From an optimization exercise on the open Yosys and OpenROAD flow, aimed at small area, a short achievable clock period and few clock cycles; shortcuts taken in it are not production practice.
At most, simulation tests tie the RTL to the original design; equivalence was not proved.
Power and IR drop assume default switching activity.

==> flow/design.v (excerpt) <==
module pecf_link (
    input  wire        clk,
    input  wire        rst,
    input  wire        tx_valid,
    input  wire [7:0]  tx_data,
    input  wire        tx_last,
    output wire        tx_ready,
    output wire        out_valid,
    output wire [7:0]  out_data,
    input  wire        out_ready,
    input  wire        rx_start,
    input  wire        rx_valid,
    input  wire [7:0]  rx_data,
    input  wire [22:0] noise_floor_uv,
    output wire        blk_valid,
    output wire [3:0]  blk_dev,
    output wire [15:0] blk_code0,
    output wire [15:0] blk_code1,
    output wire [15:0] blk_code2,
    output wire        blk_pec_ok,
    output wire        pec_err,
    output wire [22:0] blk_uv0,
    output wire [22:0] blk_uv1,
    output wire [22:0] blk_uv2
);
Size: ~180 I/O pins, roughly 7700 µm² of cells after synthesis.
clock: 9.0 ns
lec_check: 0
cap_margin: 20
core_margin: 2
core_utilization: 55
cts_buf_list: sky130_fd_sc_hd__clkbuf_8
setup_slack_margin: 5
slew_margin: 20
standard.sh (not shown) runs the stock make flow with config.mk's settings and CLKGATE_MAP_FILE= SYNTH_SCRIPT=/design/flow/synth_recipe.tcl, a recipe that flattens the netlist after the stock synthesis.
==> flow/flow/run.sh <==
#!/bin/bash
# The standard layout, except that the port buffers are made as the smallest
# buffer cell (buf_1) instead of the resizer's default pick; the repair steps
# still resize them where timing or slew asks for it.
set -euo pipefail
cd "$(dirname "$0")/.."
bash standard.sh BUFFER_PORTS_ARGS="-buffer_cell sky130_fd_sc_hd__buf_1" finish > standard_flow.log 2>&1
Testbench counts at the start, summed over its fixed seeds: cycles 35,016.
Change:
Settings changed: SETUP_SLACK_MARGIN 5 to not set.
What happened: The new run passed the timing, DRC and antenna checks; cell count barely changes; via count stays flat; register-to-register slack stays flat; routed wire length goes down slightly; power shrinks slightly; cell area falls slightly; hold slack got worse by 0.0032 ns; clock-buffer cell count stays the same.


## job 2030
The RTL this note starts from:
==> flow/design.v <==
module pecf_table (
    input  wire [7:0]  idx,
    output wire [14:0] entry
);
    wire t8 = idx[2] ^ idx[6];
    wire t9 = idx[1] ^ idx[5];
    wire t10 = idx[0] ^ idx[4];
    wire t11 = idx[3] ^ t8;
    wire t12 = idx[2] ^ t9;
    wire t13 = idx[1] ^ t10;
    wire t14 = idx[3] ^ idx[4];
    wire t15 = idx[6] ^ idx[7];
    wire t16 = idx[5] ^ t11;
    wire t17 = idx[7] ^ t11;
    wire t18 = t13 ^ t17;
    wire t19 = idx[7] ^ t14;
    wire t20 = t12 ^ t19;
    wire t21 = idx[4] ^ t16;
    wire t22 = idx[0] ^ t12;
    wire t23 = idx[7] ^ t10;
    wire t24 = t8 ^ t13;
    wire t25 = idx[5] ^ idx[6];
    wire t26 = t10 ^ t25;
    wire t27 = t9 ^ t15;
    wire t28 = idx[3] ^ t13;
    wire t29 = idx[4] ^ t12;
    wire t30 = t14 ^ t15;
    wire t31 = idx[0] ^ t9;
    wire t32 = t11 ^ t31;
    assign entry[0] = t18;
    assign entry[1] = t20;
    assign entry[2] = t21;
    assign entry[3] = t22;
    assign entry[4] = t23;
    assign entry[5] = t9;
    assign entry[6] = t8;
    assign entry[7] = t24;
    assign entry[8] = t26;
    assign entry[9] = t27;
    assign entry[10] = t28;
    assign entry[11] = t29;
    assign entry[12] = t16;
    assign entry[13] = t30;
    assign entry[14] = t32;
endmodule
module pecf_step (
    input  wire [14:0] rem_in,
    input  wire [7:0]  data,
    output wire [14:0] rem_out
);
    wire [14:0] entry;
    pecf_table u_table (
        .idx   (rem_in[14:7] ^ data),
        .entry (entry)
    );
    assign rem_out = {rem_in[6:0], 8'h00} ^ entry;
endmodule
module pecf_tx (
    input  wire       clk,
    input  wire       rst,
    input  wire       tx_valid,
    input  wire [7:0] tx_data,
    input  wire       tx_last,
    output wire       tx_ready,
    output wire       out_valid,
    output wire [7:0] out_data,
    input  wire       out_ready
);
    localparam [14:0] SEED = 15'h0010;
    reg         pec_hi;      
    reg         pec_lo;      
    reg  [14:0] rem;
    reg         obuf_valid;  
    reg  [7:0]  obuf_data;
    reg         spare_valid;
    reg  [7:0]  spare_data;
    reg         ready;       
    wire        pay   = !(pec_hi || pec_lo);
    wire        f_valid = pay ? tx_valid : 1'b1;
    wire [7:0]  f_data  = pay ? tx_data  : rem[14:7];
    wire        f_take  = f_valid && !spare_valid;
    wire [14:0] rem_next;
    assign tx_ready  = ready;
    assign out_valid = obuf_valid;
    assign out_data  = obuf_data;
    wire obuf_free = !obuf_valid || out_ready;
    pecf_step u_step (
        .rem_in  (rem),
        .data    (f_data),
        .rem_out (rem_next)
    );
    wire pec_hi_d = rst ? 1'b0 : f_take ? (pay && tx_last) : pec_hi;
    wire pec_lo_d = rst ? 1'b0 : f_take ? pec_hi : pec_lo;
    wire spare_d  = rst ? 1'b0 : obuf_free ? 1'b0 : (spare_valid || f_valid);
    always @(posedge clk) begin
        pec_hi      <= pec_hi_d;
        pec_lo      <= pec_lo_d;
        spare_valid <= spare_d;
        ready       <= !(pec_hi_d || pec_lo_d) && !spare_d;
        if (rst)
            rem <= SEED;
        else if (f_take)
            rem <= pec_lo ? SEED : rem_next;
    end
    always @(posedge clk) begin
        if (obuf_free)
            obuf_data <= spare_valid ? spare_data : f_data;
        if (!obuf_free && !spare_valid)
            spare_data <= f_data;
        if (rst)
            obuf_valid <= 1'b0;
        else if (obuf_free)
            obuf_valid <= spare_valid || f_valid;
    end
endmodule
module pecf_rx (
    input  wire        clk,
    input  wire        rst,
    input  wire        rx_start,
    input  wire        rx_valid,
    input  wire [7:0]  rx_data,
    input  wire [22:0] noise_floor_uv,
    output reg         blk_valid,
    output reg  [3:0]  blk_dev,
    output wire [15:0] blk_code0,
    output wire [15:0] blk_code1,
    output wire [15:0] blk_code2,
    output reg         blk_pec_ok,
    output reg         pec_err,
    output wire [22:0] blk_uv0,
    output wire [22:0] blk_uv1,
    output wire [22:0] blk_uv2
);
    localparam [14:0] SEED = 15'h0010;
    reg  [2:0]  pos;         
    reg  [14:0] rem;
    reg  [47:0] payload;     
    reg  [20:0] x_top;           
    reg         x_low;           
    reg         moved;           
    reg  [20:4] x_mid, x_bot;    
    reg         low_mid, low_bot;
    wire [14:0] rem_next;
    pecf_step u_step (
        .rem_in  (rem),
        .data    (rx_data),
        .rem_out (rem_next)
    );
    assign blk_code0  = payload[15:0];
    assign blk_code1  = payload[31:16];
    assign blk_code2  = payload[47:32];
    wire        rem_ok = (rem_next == 15'd0);
    wire [22:0] top_uv;
    pecf_scale u_scale (.code(blk_code2), .uv(top_uv));
    wire        top_low   = ({x_top, 2'b00} < noise_floor_uv);
    wire [20:0] x_clamped = x_low ? 21'd0 : x_top;
    function [3:0] x25_low (input [3:0] c);
        x25_low = {c[3] ^ c[0], c[2:0]};
    endfunction
    assign blk_uv0 = {x_bot, low_bot ? 4'd0 : x25_low(blk_code0[3:0]), 2'b00};
    assign blk_uv1 = {x_mid, low_mid ? 4'd0 : x25_low(blk_code1[3:0]), 2'b00};
    assign blk_uv2 = {x_clamped, 2'b00};
    always @(posedge clk) begin
        if (rst || rx_start || (rx_valid && pos == 3'd7))
            rem <= SEED;
        else if (rx_valid)
            rem <= rem_next;
        if (rx_valid) begin
            if (!(pos[2] && pos[1]))
                payload <= {rx_data, payload[47:8]};
        end
        if (!pos[0])
            x_top <= top_uv[22:2];
        x_low <= top_low;
        moved <= rx_valid;
        if (moved && (pos == 3'd4 || pos == 3'd6)) begin
            x_mid   <= x_clamped[20:4];
            low_mid <= x_low;
            x_bot   <= x_mid;
            low_bot <= low_mid;
        end
    end
    always @(posedge clk) begin
        blk_valid  <= rx_valid && (pos == 3'd7);
        blk_pec_ok <= rem_ok;
        if (rst || rx_start) begin
            pos     <= 3'd0;
            blk_dev <= 4'd0;
            pec_err <= 1'b0;
        end else begin
            if (rx_valid)
                pos <= pos + 3'd1;
            if (blk_valid)
                blk_dev <= blk_dev + 4'd1;
            if (rx_valid && pos == 3'd7 && !rem_ok)
                pec_err <= 1'b1;
        end
    end
endmodule
module pecf_scale (
    input  wire [15:0] code,
    output wire [22:0] uv
);
    wire [20:0] x25 = ({code, 4'b0} + {code, 3'b0}) + code;
    assign uv = {x25, 2'b00};
endmodule
module pecf_link (
    input  wire        clk,
    input  wire        rst,
    input  wire        tx_valid,
    input  wire [7:0]  tx_data,
    input  wire        tx_last,
    output wire        tx_ready,
    output wire        out_valid,
    output wire [7:0]  out_data,
    input  wire        out_ready,
    input  wire        rx_start,
    input  wire        rx_valid,
    input  wire [7:0]  rx_data,
    input  wire [22:0] noise_floor_uv,
    output wire        blk_valid,
    output wire [3:0]  blk_dev,
    output wire [15:0] blk_code0,
    output wire [15:0] blk_code1,
    output wire [15:0] blk_code2,
    output wire        blk_pec_ok,
    output wire        pec_err,
    output wire [22:0] blk_uv0,
    output wire [22:0] blk_uv1,
    output wire [22:0] blk_uv2
);
    pecf_tx u_tx (
        .clk       (clk),
        .rst       (rst),
        .tx_valid  (tx_valid),
        .tx_data   (tx_data),
        .tx_last   (tx_last),
        .tx_ready  (tx_ready),
        .out_valid (out_valid),
        .out_data  (out_data),
        .out_ready (out_ready)
    );
    pecf_rx u_rx (
        .clk            (clk),
        .rst            (rst),
        .rx_start       (rx_start),
        .rx_valid       (rx_valid),
        .rx_data        (rx_data),
        .noise_floor_uv (noise_floor_uv),
        .blk_valid      (blk_valid),
        .blk_dev        (blk_dev),
        .blk_code0      (blk_code0),
        .blk_code1      (blk_code1),
        .blk_code2      (blk_code2),
        .blk_pec_ok     (blk_pec_ok),
        .pec_err        (pec_err),
        .blk_uv0        (blk_uv0),
        .blk_uv1        (blk_uv1),
        .blk_uv2        (blk_uv2)
    );
endmodule
==> flow/config.mk <==
export PLATFORM = sky130hd
export DESIGN_NAME = pecf_link
export DESIGN_NICKNAME = pecf_link
export VERILOG_FILES = /design/flow/design.v
export SDC_FILE = /design/flow/constraint.sdc
export NUM_CORES = 4
export LEC_CHECK = 0
export CAP_MARGIN = 20
export CORE_MARGIN = 2
export CORE_UTILIZATION = 55
export CTS_BUF_LIST = sky130_fd_sc_hd__clkbuf_8
export SLEW_MARGIN = 20
==> flow/constraint.sdc <==
create_clock -name core_clock -period 9.0 [get_ports {clk}]
set_input_delay 1.8000 -clock core_clock [delete_from_list [all_inputs] [get_ports {clk}]]
set_output_delay 1.8000 -clock core_clock [all_outputs]
set_load 0.01 [all_outputs]
==> flow/flow/run.sh <==
#!/bin/bash
# The standard layout, except that the port buffers are made as the smallest
# buffer cell (buf_1) instead of the resizer's default pick, and the timing
# repair steps aim for 6 ns of setup slack instead of 0 (the clock period
# and constraints stay the design's).
set -euo pipefail
cd "$(dirname "$0")/.."
bash standard.sh BUFFER_PORTS_ARGS="-buffer_cell sky130_fd_sc_hd__buf_1" SETUP_SLACK_MARGIN=6 finish > standard_flow.log 2>&1
Job 2030 closes out successfully: all stages finished, all timing, DRC and antenna checks passed.
Testbench counts of job 2030, summed over its fixed seeds: cycles 35,024.
Setup changes, job 2030 to job 6988
==> flow/flow/run.sh <==
#!/bin/bash
# The standard layout, except that the port buffers are made as the smallest
# buffer cell (buf_1) instead of the resizer's default pick, and the timing
# repair steps aim for 5.75 ns of setup slack instead of 0 (the clock period
# and constraints stay the design's).
set -euo pipefail
cd "$(dirname "$0")/.."
bash standard.sh BUFFER_PORTS_ARGS="-buffer_cell sky130_fd_sc_hd__buf_1" SETUP_SLACK_MARGIN=5.75 finish > standard_flow.log 2>&1
Results
- Final wirelength: job 6988 vs job 2030 down 9.8%
- Job 6988 did not stop at any stage, and its layout met the timing, DRC and antenna checks.
- | area added between synthesis and finish | lower: job 6988 |
- Looking at worst relative slew slack across both flows, job 6988 is the weaker of the two, with job 2030 ahead.
Modified inputs, job 3373 compared to job 6988
==> flow/flow/run.sh <==
#!/bin/bash
# The standard layout, except that the port buffers are made as the smallest
# buffer cell (buf_1) instead of the resizer's default pick; the repair steps
# still resize them where timing or slew asks for it.
set -euo pipefail
cd "$(dirname "$0")/.."
bash standard.sh BUFFER_PORTS_ARGS="-buffer_cell sky130_fd_sc_hd__buf_1" finish > standard_flow.log 2>&1
Results
Clock period minus final worst setup slack: job 3373 worse than job 6988
Cmp job 6988 and job 3373 / sequential cell area share / higher: job 3373
Compared with job 6988, in job 3373 number of cells in the design after placement level; total power moved down; wire length on met2 moved down.


pecf_link, a different RTL version from the one above (not shown whole).
Size: about 660 cells after synthesis, ~150 flip-flops, ~7700 um^2 of cells after synthesis.
Settings: LEC_CHECK=0, CAP_MARGIN=20, CORE_MARGIN=2, CORE_UTILIZATION=70, CTS_BUF_LIST=sky130_fd_sc_hd__clkbuf_4, PLACE_DENSITY=0.75, SLEW_MARGIN=20; clock period 9.0 ns.
==> flow/flow/run.sh <==
#!/bin/bash
# The standard layout, except that the port buffers are made as the smallest
# buffer cell (buf_1) instead of the resizer's default pick; the repair steps
# still resize them where timing or slew asks for it.
set -euo pipefail
cd "$(dirname "$0")/.."
bash standard.sh BUFFER_PORTS_ARGS="-buffer_cell sky130_fd_sc_hd__buf_1" finish > standard_flow.log 2>&1
The baseline passed the timing, DRC and antenna checks.
Edit:
Settings changed: CTS_BUF_LIST sky130_fd_sc_hd__clkbuf_4 to sky130_fd_sc_hd__clkbuf_8, PLACE_DENSITY 0.75 to unset.
After rerunning: First-iteration DRC count increases by 5.3%. Cell count does not change. Worst setup slack got worse by 0.0033 ns. Cell area increases by 1.2%. Area after synthesis does not change. Wire length increases by 0.83%. Die area does not change. Global-route usage increases by 0.11 points. Sequential cell count stays the same. Via count increases by 0.37%. Clock skew decreases by 0.0056 ns.
Function was not checked in any run of this note: the RTL went through the layout flow alone.


pecf_link, a different RTL version from the one above (not shown whole).
Size: about 690 cells after synthesis, roughly 8500 sq um of cells after synthesis.
export LEC_CHECK = 0
export CAP_MARGIN = 20
export CORE_MARGIN = 2
export CORE_UTILIZATION = 65
export CTS_BUF_LIST = sky130_fd_sc_hd__clkbuf_8
export SLEW_MARGIN = 20
create_clock -name core_clock -period 9.0 [get_ports {clk}]
==> flow/flow/run.sh <==
#!/bin/bash
# The standard layout, except that the port buffers are made as the smallest
# buffer cell (buf_1) instead of the resizer's default pick, and the timing
# repair steps aim for 5.75 ns of setup slack instead of 0 (the clock period
# and constraints stay the design's).
set -euo pipefail
cd "$(dirname "$0")/.."
bash standard.sh BUFFER_PORTS_ARGS="-buffer_cell sky130_fd_sc_hd__buf_1" SETUP_SLACK_MARGIN=5.75 finish > standard_flow.log 2>&1
The baseline completed without violations.
Testbench counts at the start, summed over its fixed seeds: cycles 35,024.
Next try:
--- a/flow/config.mk
+++ b/flow/config.mk
@@ -8,5 +8,5 @@
 export CAP_MARGIN = 20
 export CORE_MARGIN = 2
-export CORE_UTILIZATION = 65
+export CORE_UTILIZATION = 55
 export CTS_BUF_LIST = sky130_fd_sc_hd__clkbuf_8
 export SLEW_MARGIN = 20
Cell count is higher by 1.5%. Utilization drops by 13 points. Cell area shrinks by 0.52%.


## exp/garnet
Another version of the RTL of pecf_link (not shown whole).
Size in the first run: roughly 170 flip-flops, about 0.0084 mm^2 of cells after synthesis.
Settings: LEC_CHECK=0, CAP_MARGIN=20, CORE_MARGIN=2, CORE_UTILIZATION=55, CTS_BUF_LIST=sky130_fd_sc_hd__clkbuf_8, SLEW_MARGIN=20; clock period 9.0 ns.
Scripts as last shown in full above: flow/flow/run.sh
exp/garnet went all the way through the flow, and no timing, DRC or antenna check failed.
Testbench counts of exp/garnet, summed over its fixed seeds: cycles 35,024.
diff inputs: exp/garnet => exp/zinc
==> flow/flow/run.sh <==
#!/bin/bash
# The standard layout, except that the port buffers are made as the smallest
# buffer cell (buf_1) instead of the resizer's default pick; the repair steps
# still resize them where timing or slew asks for it.
set -euo pipefail
cd "$(dirname "$0")/.."
bash standard.sh BUFFER_PORTS_ARGS="-buffer_cell sky130_fd_sc_hd__buf_1" finish > standard_flow.log 2>&1
Results
Final cell count went down slightly going from exp/garnet to exp/zinc. Lower met1 usage in global routing among exp/zinc and exp/garnet: exp/zinc. | number of core rows | exp/garnet vs exp/zinc | ≈ equal |. exp/zinc: number of cells on the worst reg-to-reg path is 2 higher than what exp/garnet reported. The net switching fraction of the power in exp/zinc was lower than what exp/garnet gave. Post-synthesis async set-or-reset flop share came out exactly the same in exp/zinc and exp/garnet. Share of power burned in the clock network up 0.4 points in exp/zinc wrt exp/garnet. Result for exp/zinc and exp/garnet: all clean.
Inputs modified between exp/zinc and exp/indigo:
==> flow/flow/run.sh <==
#!/bin/bash
# The standard layout, except that the port buffers are made as the smallest
# buffer cell (buf_1) instead of the resizer's default pick, and the timing
# repair steps aim for 5.9 ns of setup slack instead of 0 (the clock period
# and constraints stay the design's).
set -euo pipefail
cd "$(dirname "$0")/.."
bash standard.sh BUFFER_PORTS_ARGS="-buffer_cell sky130_fd_sc_hd__buf_1" SETUP_SLACK_MARGIN=5.9 finish > standard_flow.log 2>&1
Results
Number of clock buffers inserted by TritonCTS: exp/zinc vs exp/indigo identical. Area growth from synthesis to final layout: exp/indigo vs exp/zinc up 7.8 points. exp/indigo has part of the power in registers below what exp/zinc had. For exp/indigo, the end of the critical path was blk_code2[3], unlike exp/zinc, where it was blk_uv2[11]. Worst-case headroom to the max-slew limit is higher on exp/zinc.

-- static timing again, ports no longer ideal --
The flow's constraints put no driver on any port. The routed layouts listed below were extracted and timed again, unchanged, in two steps. Step 1 assumes that a clkbuf_16 drives the clock port and a buf_2 every other input. Step 2 adds t to the input delays and takes it off the output delays; t is the mean of the earliest and latest rising clock arrival at the registers after step 1. Input paths then give back, and output paths get back, about the clock's delay inside the block. a / b / c = ideal / step 1 / step 2; a / b = the first two.
| run | t, ns | setup WS [ns] | worst setup path after step 2 | slew at the worst register clock pin (ns) |
|---|---|---|---|---|
| the first run of note 1 | 0.480 | 4.824 / 4.803 / 4.803 | input to output | 0.09 / 0.09 |
| the second run of note 1 | 0.486 | 4.857 / 4.836 / 4.651 | input to register | 0.09 / 0.09 |
| job 2030 | 0.504 | 5.904 / 5.864 / 5.480 | input to register | 0.09 / 0.09 |
| job 6988 | 0.484 | 5.794 / 5.805 / 5.321 | input to register | 0.09 / 0.09 |
| job 3373 | 0.482 | 5.574 / 5.536 / 5.207 | input to register | 0.09 / 0.09 |
| the first run of note 3 | 0.573 | 4.743 / 4.721 / 4.665 | input to register | 0.12 / 0.12 |
| the second run of note 3 | 0.487 | 4.740 / 4.718 / 4.707 | input to register | 0.08 / 0.08 |
| the first run of note 4 | 0.493 | 5.810 / 5.788 / 5.334 | input to register | 0.09 / 0.09 |
| the second run of note 4 | 0.488 | 5.892 / 5.856 / 5.424 | input to register | 0.09 / 0.09 |
| exp/garnet | 0.490 | 5.802 / 5.767 / 5.417 | input to register | 0.10 / 0.10 |
| exp/zinc | 0.491 | 5.583 / 5.549 / 5.264 | input to register | 0.09 / 0.09 |
| exp/indigo | 0.488 | 5.890 / 5.854 / 5.570 | input to register | 0.09 / 0.09 |
After both steps setup and hold are still met in every run listed. For the first run of note 4, which loses most, drivers alone change the setup slack by -0.022 ns; drivers and shift together by -0.476 ns.
